Background: an optimization exercise with open tools, aiming at small area. Do not read the settings as production practice.
Only simulation tests tie the RTL to the original design; equivalence was not proved.
No activity file was given, so power comes from the tool's default toggle rates.

==> design/flow/design.v <==
module smc (
    input             clk,
    input             rst,
    input      [7:2]  bus_addr,
    input             bus_we,
    input             bus_re,
    input      [31:0] bus_wdata,
    output reg [31:0] bus_rdata,
    output            busy,
    output     [4:0]  step,
    output     [4:0]  dir,
    output     [4:0]  en,
    output            tp_start,
    output     [31:0] tp_period,
    output            tp_stop,
    input             tp_tick,
    input             es_pos,
    input             es_neg
);
    localparam [1:0] PH_IDLE = 2'd0, PH_STEP = 2'd1, PH_WAIT = 2'd2;
    localparam [2:0] ACT_NONE = 3'd0, ACT_MV3 = 3'd1, ACT_MVR = 3'd2, ACT_MVE = 3'd3;
    localparam [2:0] RES_NONE = 3'd0, RES_DONE = 3'd1, RES_ABORTED = 3'd2,
                     RES_REJECTED = 3'd3, RES_ILLEGAL = 3'd4;
    localparam [5:0] A_CMD = 6'h00, A_STATUS = 6'h01, A_PERIOD = 6'h02,
                     A_FMASK = 6'h03, A_OUT = 6'h04;
    localparam [5:0] A_REQ0 = 6'h08, A_CUR0 = 6'h10;
    localparam RZ = 3, E = 4;
    reg [159:0] req;         
    reg [159:0] cur;         
    reg [31:0]  period;
    reg [1:0]   fmask;       
    reg [4:0]   out_step;
    reg [4:0]   out_dir;
    reg [4:0]   out_en;
    reg [1:0]   ph;
    reg [2:0]   act;
    reg [2:0]   result;
    reg         err, cal, esp, esn;
    reg         tick, tprun;
    reg [31:0]  tpper;
    reg         tp_start_q, tp_stop_q;
    reg [159:0] run;         
    reg [159:0] tgt;         
    reg [95:0]  dabs;        
    reg [101:0] acc;         
    reg [1:0]   dom;         
    assign busy      = (ph != PH_IDLE);
    assign step      = out_step;
    assign dir       = out_dir;
    assign en        = out_en;
    assign tp_start  = tp_start_q;
    assign tp_stop   = tp_stop_q;
    assign tp_period = tpper;
    wire [31:0] status = {17'd0, act, ph, tick, tprun, esn, esp, cal, err, result, busy};
    always @* begin
        bus_rdata = 32'd0;
        if (bus_re) begin
            case (bus_addr)
                A_STATUS: bus_rdata = status;
                A_PERIOD: bus_rdata = period;
                A_FMASK:  bus_rdata = {30'd0, fmask};
                A_OUT:    bus_rdata = {11'd0, out_en, 3'd0, out_dir, 3'd0, out_step};
                A_REQ0 + 6'd0: bus_rdata = req[0   +: 32];
                A_REQ0 + 6'd1: bus_rdata = req[32  +: 32];
                A_REQ0 + 6'd2: bus_rdata = req[64  +: 32];
                A_REQ0 + 6'd3: bus_rdata = req[96  +: 32];
                A_REQ0 + 6'd4: bus_rdata = req[128 +: 32];
                A_CUR0 + 6'd0: bus_rdata = cur[0   +: 32];
                A_CUR0 + 6'd1: bus_rdata = cur[32  +: 32];
                A_CUR0 + 6'd2: bus_rdata = cur[64  +: 32];
                A_CUR0 + 6'd3: bus_rdata = cur[96  +: 32];
                A_CUR0 + 6'd4: bus_rdata = cur[128 +: 32];
                default:  bus_rdata = 32'd0;
            endcase
        end
    end
    wire [98:0] d3;          
    wire [95:0] mag3;        
    wire [2:0]  pos3;
    genvar g;
    generate
        for (g = 0; g < 3; g = g + 1) begin : g_delta
            assign d3[33*g +: 33]   = {req[32*g+31], req[32*g +: 32]} - {cur[32*g+31], cur[32*g +: 32]};
            assign mag3[32*g +: 32] = d3[33*g+32] ? (~d3[33*g +: 32] + 32'd1) : d3[33*g +: 32];
            assign pos3[g]          = ~d3[33*g+32] & (|d3[33*g +: 33]);
        end
    endgenerate
    wire [32:0] d_e   = {req[32*E+31], req[32*E +: 32]} - {cur[32*E+31], cur[32*E +: 32]};
    wire        pos_e = ~d_e[32] & (|d_e);
    wire        pos_rz = ~req[32*RZ+31] & (|req[32*RZ +: 32]);
    wire [31:0] mag_x = mag3[0 +: 32];
    wire [31:0] mag_y = mag3[32 +: 32];
    wire [31:0] mag_z = mag3[64 +: 32];
    wire [1:0]  dom_new = (mag_x >= mag_y && mag_x >= mag_z) ? 2'd0 :
                          (mag_y >= mag_z)                   ? 2'd1 : 2'd2;
    wire [31:0] dmax = (dom_new == 2'd0) ? mag_x : (dom_new == 2'd1) ? mag_y : mag_z;
    wire [3:0] op  = bus_wdata[3:0];
    wire [4:0] axm = bus_wdata[8:4];
    wire cmd_illegal = (|bus_wdata[31:9]) ||
                       (op != 4'h4 && axm != 5'd0) ||
                       (op == 4'h0) || (op >= 4'h8);
    reg [159:0] req_n, cur_n, run_n, tgt_n;
    reg [31:0]  period_n, tpper_n;
    reg [1:0]   fmask_n;
    reg [4:0]   out_step_n, out_dir_n, out_en_n;
    reg [1:0]   ph_n, dom_n;
    reg [2:0]   act_n, result_n;
    reg         err_n, cal_n, esp_n, esn_n, tick_n, tprun_n;
    reg         tp_start_n, tp_stop_n;
    reg [95:0]  dabs_n;
    reg [101:0] acc_n;
    reg [33:0] a_i;
    reg [33:0] two_dmax;
    integer    i;
    always @* begin
        req_n      = req;
        cur_n      = cur;
        run_n      = run;
        tgt_n      = tgt;
        period_n   = period;
        tpper_n    = tpper;
        fmask_n    = fmask;
        out_step_n = out_step;
        out_dir_n  = out_dir;
        out_en_n   = out_en;
        ph_n       = ph;
        dom_n      = dom;
        act_n      = act;
        result_n   = result;
        err_n      = err;
        cal_n      = cal;
        esp_n      = esp;
        esn_n      = esn;
        tick_n     = tick;
        tprun_n    = tprun;
        tp_start_n = 1'b0;
        tp_stop_n  = 1'b0;
        dabs_n     = dabs;
        acc_n      = acc;
        a_i        = 34'd0;
        two_dmax   = 34'd0;
        if (ph == PH_IDLE) begin
            if (bus_we) begin
                case (bus_addr)
                    A_PERIOD: period_n = bus_wdata;
                    A_FMASK:  fmask_n  = bus_wdata[1:0];
                    A_OUT: begin
                        out_step_n = bus_wdata[4:0];
                        out_dir_n  = bus_wdata[12:8];
                        out_en_n   = bus_wdata[20:16];
                    end
                    A_REQ0 + 6'd0: req_n[0   +: 32] = bus_wdata;
                    A_REQ0 + 6'd1: req_n[32  +: 32] = bus_wdata;
                    A_REQ0 + 6'd2: req_n[64  +: 32] = bus_wdata;
                    A_REQ0 + 6'd3: req_n[96  +: 32] = bus_wdata;
                    A_REQ0 + 6'd4: req_n[128 +: 32] = bus_wdata;
                    A_CMD: begin
                        if (cmd_illegal) begin
                            result_n = RES_ILLEGAL;
                        end else begin
                            case (op)
                                4'h1, 4'h2, 4'h3: begin        
                                    if (err) begin
                                        result_n = RES_REJECTED;
                                    end else begin
                                        if (op == 4'h1) begin
                                            for (i = 0; i < 3; i = i + 1) begin
                                                out_dir_n[i]        = pos3[i];
                                                dabs_n[32*i +: 32]  = mag3[32*i +: 32];
                                                run_n[32*i +: 32]   = cur[32*i +: 32];
                                                tgt_n[32*i +: 32]   = req[32*i +: 32];
                                                if (dom_new == i[1:0])
                                                    acc_n[34*i +: 34] = 34'd0;
                                                else
                                                    acc_n[34*i +: 34] = {1'b0, mag3[32*i +: 32], 1'b0} - {2'b00, dmax};
                                            end
                                            dom_n = dom_new;
                                            act_n = ACT_MV3;
                                        end else if (op == 4'h2) begin
                                            out_dir_n[RZ]        = pos_rz;
                                            run_n[32*RZ +: 32]   = 32'd0;
                                            tgt_n[32*RZ +: 32]   = req[32*RZ +: 32];
                                            act_n = ACT_MVR;
                                        end else begin
                                            out_dir_n[E]         = pos_e;
                                            run_n[32*E +: 32]    = cur[32*E +: 32];
                                            tgt_n[32*E +: 32]    = req[32*E +: 32];
                                            act_n = ACT_MVE;
                                        end
                                        tprun_n    = 1'b1;
                                        tpper_n    = period;
                                        tick_n     = 1'b0;
                                        tp_start_n = 1'b1;
                                        ph_n       = PH_STEP;
                                        result_n   = RES_NONE;
                                    end
                                end
                                4'h4: begin                    
                                    for (i = 0; i < 5; i = i + 1)
                                        if (axm[i])
                                            cur_n[32*i +: 32] = req[32*i +: 32];
                                    err_n    = 1'b0;
                                    result_n = RES_DONE;
                                end
                                4'h5: begin                    
                                    esp_n    = 1'b0;
                                    esn_n    = 1'b0;
                                    err_n    = 1'b0;
                                    result_n = RES_DONE;
                                end
                                4'h6: begin                    
                                    cur_n[0 +: 96] = 96'd0;
                                    req_n[0 +: 96] = 96'd0;
                                    err_n    = 1'b0;
                                    cal_n    = 1'b1;
                                    result_n = RES_DONE;
                                end
                                default: begin                 
                                    err_n    = 1'b1;
                                    cal_n    = 1'b0;
                                    result_n = RES_DONE;
                                end
                            endcase
                        end
                    end
                    default: ;
                endcase
            end
        end else begin
            if (err) begin
                tprun_n   = 1'b0;
                tick_n    = 1'b0;
                tp_stop_n = 1'b1;
                run_n     = 160'd0;
                tgt_n     = 160'd0;
                dabs_n    = 96'd0;
                acc_n     = 102'd0;
                dom_n     = 2'd0;
                act_n     = ACT_NONE;
                ph_n      = PH_IDLE;
                result_n  = RES_ABORTED;
            end else if (ph == PH_WAIT) begin
                if (tick) begin
                    tick_n = 1'b0;
                    ph_n   = PH_STEP;
                end
            end else begin
                if ((act == ACT_MV3 && run[32*dom +: 32] == tgt[32*dom +: 32]) ||
                    (act == ACT_MVR && run[32*RZ +: 32] == tgt[32*RZ +: 32]) ||
                    (act == ACT_MVE && run[32*E  +: 32] == tgt[32*E  +: 32])) begin
                    tprun_n   = 1'b0;
                    tick_n    = 1'b0;
                    tp_stop_n = 1'b1;
                    if (act == ACT_MV3)
                        cur_n[0 +: 96] = req[0 +: 96];
                    else if (act == ACT_MVR)
                        cur_n[32*RZ +: 32] = req[32*RZ +: 32];
                    else
                        cur_n[32*E +: 32] = req[32*E +: 32];
                    run_n    = 160'd0;
                    tgt_n    = 160'd0;
                    dabs_n   = 96'd0;
                    acc_n    = 102'd0;
                    dom_n    = 2'd0;
                    act_n    = ACT_NONE;
                    ph_n     = PH_IDLE;
                    result_n = RES_DONE;
                end else begin
                    if (act == ACT_MV3) begin
                        two_dmax = {1'b0, dabs[32*dom +: 32], 1'b0};
                        for (i = 0; i < 3; i = i + 1) begin
                            if (dom == i[1:0]) begin
                                out_step_n[i]     = ~out_step[i];
                                run_n[32*i +: 32] = out_dir[i] ? run[32*i +: 32] + 32'd1
                                                               : run[32*i +: 32] - 32'd1;
                            end else begin
                                a_i = acc[34*i +: 34];
                                if (!a_i[33]) begin
                                    out_step_n[i]     = ~out_step[i];
                                    run_n[32*i +: 32] = out_dir[i] ? run[32*i +: 32] + 32'd1
                                                                   : run[32*i +: 32] - 32'd1;
                                    a_i = a_i - two_dmax;
                                end
                                acc_n[34*i +: 34] = a_i + {1'b0, dabs[32*i +: 32], 1'b0};
                            end
                        end
                    end else if (act == ACT_MVR) begin
                        out_step_n[RZ]     = ~out_step[RZ];
                        run_n[32*RZ +: 32] = out_dir[RZ] ? run[32*RZ +: 32] + 32'd1
                                                         : run[32*RZ +: 32] - 32'd1;
                    end else begin
                        out_step_n[E]      = ~out_step[E];
                        run_n[32*E +: 32]  = out_dir[E] ? run[32*E +: 32] + 32'd1
                                                        : run[32*E +: 32] - 32'd1;
                    end
                    ph_n = PH_WAIT;
                end
            end
        end
        if (tp_tick && tprun_n)
            tick_n = 1'b1;
        if (es_pos && !fmask_n[0]) begin
            esp_n = 1'b1;
            err_n = 1'b1;
            cal_n = 1'b0;
        end
        if (es_neg && !fmask_n[1]) begin
            esn_n = 1'b1;
            err_n = 1'b1;
            cal_n = 1'b0;
        end
    end
    always @(posedge clk) begin
        if (rst) begin
            req        <= 160'd0;
            cur        <= 160'd0;
            run        <= 160'd0;
            tgt        <= 160'd0;
            period     <= 32'd0;
            tpper      <= 32'd0;
            fmask      <= 2'd0;
            out_step   <= 5'd0;
            out_dir    <= 5'd0;
            out_en     <= 5'd0;
            ph         <= PH_IDLE;
            dom        <= 2'd0;
            act        <= ACT_NONE;
            result     <= RES_NONE;
            err        <= 1'b0;
            cal        <= 1'b0;
            esp        <= 1'b0;
            esn        <= 1'b0;
            tick       <= 1'b0;
            tprun      <= 1'b0;
            tp_start_q <= 1'b0;
            tp_stop_q  <= 1'b0;
            dabs       <= 96'd0;
            acc        <= 102'd0;
        end else begin
            req        <= req_n;
            cur        <= cur_n;
            run        <= run_n;
            tgt        <= tgt_n;
            period     <= period_n;
            tpper      <= tpper_n;
            fmask      <= fmask_n;
            out_step   <= out_step_n;
            out_dir    <= out_dir_n;
            out_en     <= out_en_n;
            ph         <= ph_n;
            dom        <= dom_n;
            act        <= act_n;
            result     <= result_n;
            err        <= err_n;
            cal        <= cal_n;
            esp        <= esp_n;
            esn        <= esn_n;
            tick       <= tick_n;
            tprun      <= tprun_n;
            tp_start_q <= tp_start_n;
            tp_stop_q  <= tp_stop_n;
            dabs       <= dabs_n;
            acc        <= acc_n;
        end
    end
endmodule
==> design/flow/run.sh <==
#!/bin/bash
# synth_recipe.tcl (not shown) runs the flow's synth.tcl, then flattens the netlist and writes it again
# the make line also repeats each setting of config.mk as NAME=value (left out here)
make -C /OpenROAD-flow-scripts/flow DESIGN_CONFIG=/design/flow/config.mk WORK_HOME=/design/flow/orfs CLKGATE_MAP_FILE= SYNTH_SCRIPT=/design/flow/synth_recipe.tcl finish
==> design/flow/config.mk <==
export PLATFORM = sky130hd
export DESIGN_NAME = smc
export DESIGN_NICKNAME = smc
export VERILOG_FILES = /design/flow/design.v
export SDC_FILE = /design/flow/constraint.sdc
export NUM_CORES = 4
export LEC_CHECK = 0
export CAP_MARGIN = 20
export CORE_MARGIN = 2
export CORE_UTILIZATION = 40
export PLACE_DENSITY = 0.6
export SLEW_MARGIN = 20
==> design/flow/constraint.sdc <==
create_clock -name core_clock -period 14.0 [get_ports {clk}]
set_input_delay 2.8000 -clock core_clock [delete_from_list [all_inputs] [get_ports {clk}]]
set_output_delay 2.8000 -clock core_clock [all_outputs]
set_load 0.01 [all_outputs]
==> reports/metrics.yaml <==
ys_ff_latch: 933
grt_max_degree: 222
r2r-end: "acc[66]$_SDFFE_PP0P_"
worstHoldStart: "tgt[64]$_SDFFE_PP0P_"
start_util: 0.402
rows: 157
clock-sinks: 933
ir_drop_uv: 135
hp-class: "register to register"
place_ws_ns: 0.939
worstPathArrival_ns: 13.80
drc: 0
synth_top_area_frac: 0.254
slowest_stage: "o21ai_0"
p_int_mw: 6.47
postSynthAreaPerCell_um2: 7.53
synth_ff_type: "dfxtp_1"
path_clk_slew_ns: 0.07
skew_ns: 0.0964
swShare: 0.458
async_flop_share: 0
hold_violations: 0
pwr-share-clk: 0.265
ys_top_cells_by_count: "a21oi_1 (1146), nand2_1 (1112), dfxtp_1 (933)"
seq_power_share: 0.224
final_nets: 10300
yosysWarningCount: 1
synth_cells: 9758
ys_seq_area_frac: 0.254
worst_slack_ns: 0.818
worstSetupStartpoint: "req[32]$_SDFFE_PP0P_"
fillCellCount: 18400
dieWidth_um: 432
holdPathStages: 2
reg2reg_slack_ns: 0.82
core_area_um2: 183000
worst-setup-path-type: "register to register"
routed_via_density: 6.43
drv_cap: 0
setup_tns_ns: 0
max-slew-margin-rel: 0.184
yosysMostFrequentCell: "a21oi_1"
cts_resized: 0
r2r-start: "req[32]$_SDFFE_PP0P_"
htreeDepth: 3
status: "complete, no violations"
switching_power_mw: 5.46
postCtsHoldBufs: 0
portBuffers: 126
antenna_found_initial: 25
area_growth_pct: 10.8
tightest_slew_ns: 1.22
hold_end: "tgt[64]$_SDFFE_PP0P_"
post-cts-setup-buffers: 0
multi_input_area_um2: 51500
finalCritPeriodShare: 0.942
totalWireLength_um: 354000
yosys.area.top_type: "dfxtp_1"
clock.fmax_ghz: 0.0759
ant_nets: 0
cts_buffers: 114
utilization: 0.445
dieArea_um2: 187000
endpoint_kind: "register"
drt_iter0_drc: 9982
crit_top_cell: "o21ai_0"
cts_tree: "built"
worstSetupStartpointType: "register"
root_buffer: "clkbuf_16"
grt_use_total: 0.365
ioPinCount: 127
worst_r2r_path_depth: 52
syn-num-nets: 10500
grt_pass1_vias: 71800
crit_fanout: 62
cts_buffer_depth: 3
p_leak_nw: 31.7
p_per_area_nw_per_um2: 147
die_h_um: 432
insertion_delay_ns: 0.83
globalplace.congestion: 1.05
pwr-share-comb: 0.511
wl_per_cell_um: 29.2
syn_area_um2: 73400
fin_crit_ns: 13.18
setup_violations: 0
rsz0062_at_grt: "false"
synth-edff-count: 0
report.final.slew_viol_count: 0
seq_area_um2: 18700
final_layout_size_suffix_gt1_frac: 0.0642
overflow: 0
dp_hpwl_um: 266000
crit_required_ns: 14.62
critPathMaxStageDelay_ns: 0.93
ys_types: 103
vias: 77900
drt_first_pass_iters: 9
synth_area_leaders: "dfxtp_1 (25%), ha_1 (11%), a21oi_1 (7.8%)"
grt_pass1_wl_um: 505000
## metrics by stage
stage | power (mW) | hold slack [ns] | std cells | area, µm²
after floorplan | 6.64 | 0.429 | 9758 | 73400
after global placement | 8.57 | 0.436 | 11900 | 77300
after detailed placement | 8.59 | 0.442 | 11900 | 77400
after CTS | 11.7 | 0.450 | 12100 | 81300
after global routing | 12.4 | 0.469 | 12100 | 81400
final | 11.9 | 0.449 | 12100 | 81400
## layout make-up
cell class,instances,area share
antenna,12,0.000369
clock inverter,43,0.00638
multi-input combinational,7844,0.632
inverter,430,0.0198
tap,2385,0.0367
timing repair buffer,306,0.0331
clock buffer,167,0.0415
sequential,933,0.230
## power groups by stage
stage / registers [mW] / logic (mW) / clock network [mW]
6_report: 2.67 / 6.10 / 3.16
5_1_grt: 2.67 / 6.49 / 3.28
4_1_cts: 2.67 / 5.90 / 3.17
3_5_place_dp: 2.73 / 5.86 / 0
3_3_place_gp: 2.73 / 5.85 / 0
2_1_floorplan: 2.72 / 3.92 / 0
## worst max path at each step
stage / endpoint / slack (ns)
3_3_place_gp: acc[32]$_SDFFE_PP0P_ / 0.84
3_5_place_dp: acc[100]$_SDFFE_PP0P_ / 0.94
6_report: acc[66]$_SDFFE_PP0P_ / 0.82
4_1_cts: acc[32]$_SDFFE_PP0P_ / 0.80
5_1_grt: acc[100]$_SDFFE_PP0P_ / 0.01
2_1_floorplan: acc[32]$_SDFFE_PP0P_ / 2.90
## placed cells by master (no fill, tap or decap), types with 117 or more instances in the layout
| cell type | instances |
|---|---|
| xnor2_1 | 343 |
| xor2_1 | 247 |
| o21ai_0 | 447 |
| a211oi_1 | 172 |
| nor3_1 | 334 |
| clkbuf_16 | 117 |
| nor2_1 | 865 |
| inv_1 | 428 |
| a22oi_1 | 165 |
| clkdlybuf4s50_1 | 123 |
| a21o_1 | 164 |
| nand2_1 | 1110 |
| dfxtp_1 | 928 |
| ha_1 | 656 |
| buf_4 | 171 |
| mux2i_1 | 133 |
| a21oi_1 | 1140 |
| nand3_1 | 503 |
## logic make-up (layout without fill, tap and decap cells)
logic type | count (synthesis) | count (layout) | synth area share
flops | 933 | 933 | 0.254
compound gates | 2956 | 2956 | 0.257
xor+xnor | 597 | 597 | 0.0714
buf+inv | 981 | 946 | 0.0505
other cells | 0 | 12 | 0
simple gates | 3401 | 3401 | 0.210
fa+ha+maj | 676 | 676 | 0.117
mux | 214 | 214 | 0.0405
## state kept, by name, summed over array words and instances, names as in the netlist, 3 cells and up
name and cells:
tgt 160, acc 99, req 160, run 160
result 3, out_en 5, out_step 5, tpper 32
dabs 96, out_dir 5, cur 160, period 32
## critical path, delay by kind of cell, from the launching register on
family | cells | cell delay (ns)
AO/OA/AOI/OAI | 32 | 8.11
AND/OR/NAND/NOR | 11 | 2.11
buffers and inverters | 4 | 0.73
XOR/XNOR | 1 | 0.13
flip-flops | 1 | 0.39
adder cells (fa/ha/maj) | 4 | 1.50
## routing by layer
layer  track usage  vias to the layer above  share of wire
met3        0.0776                      966           0.10
li1              -                    35100              -
met2         0.553                     4484           0.43
met1         0.464                    37400           0.39
met4         0.243                       22          0.078
met5             0                        -        0.00045

-- static timing again, ports no longer ideal --
No port has a modelled driver above. Below, the same layout with a new extraction and two added sets of constraints. Step 1 assumes that a clkbuf_16 drives the clock port and a buf_2 every other input. Step 2 moves the port delays by t, midway between the first and last clock arrival at a register: inputs arrive t later, outputs are due t later. That takes back most of the time a late clock gives input paths. a / b / c = no drivers / after step 1 / after step 2; a / b = the first two.
t (ns): 0.876
slack for setup (ns): 0.818 / 0.818 / 0.818
worst setup path after step 2: register to register
slew at the worst register clock pin (ns): 0.07 / 0.07
worst slew at a driven data input, ns: 0.05
After both steps this run still meets setup and hold. For this run, drivers alone change the setup slack by 0.000 ns; drivers and shift together by 0.000 ns.
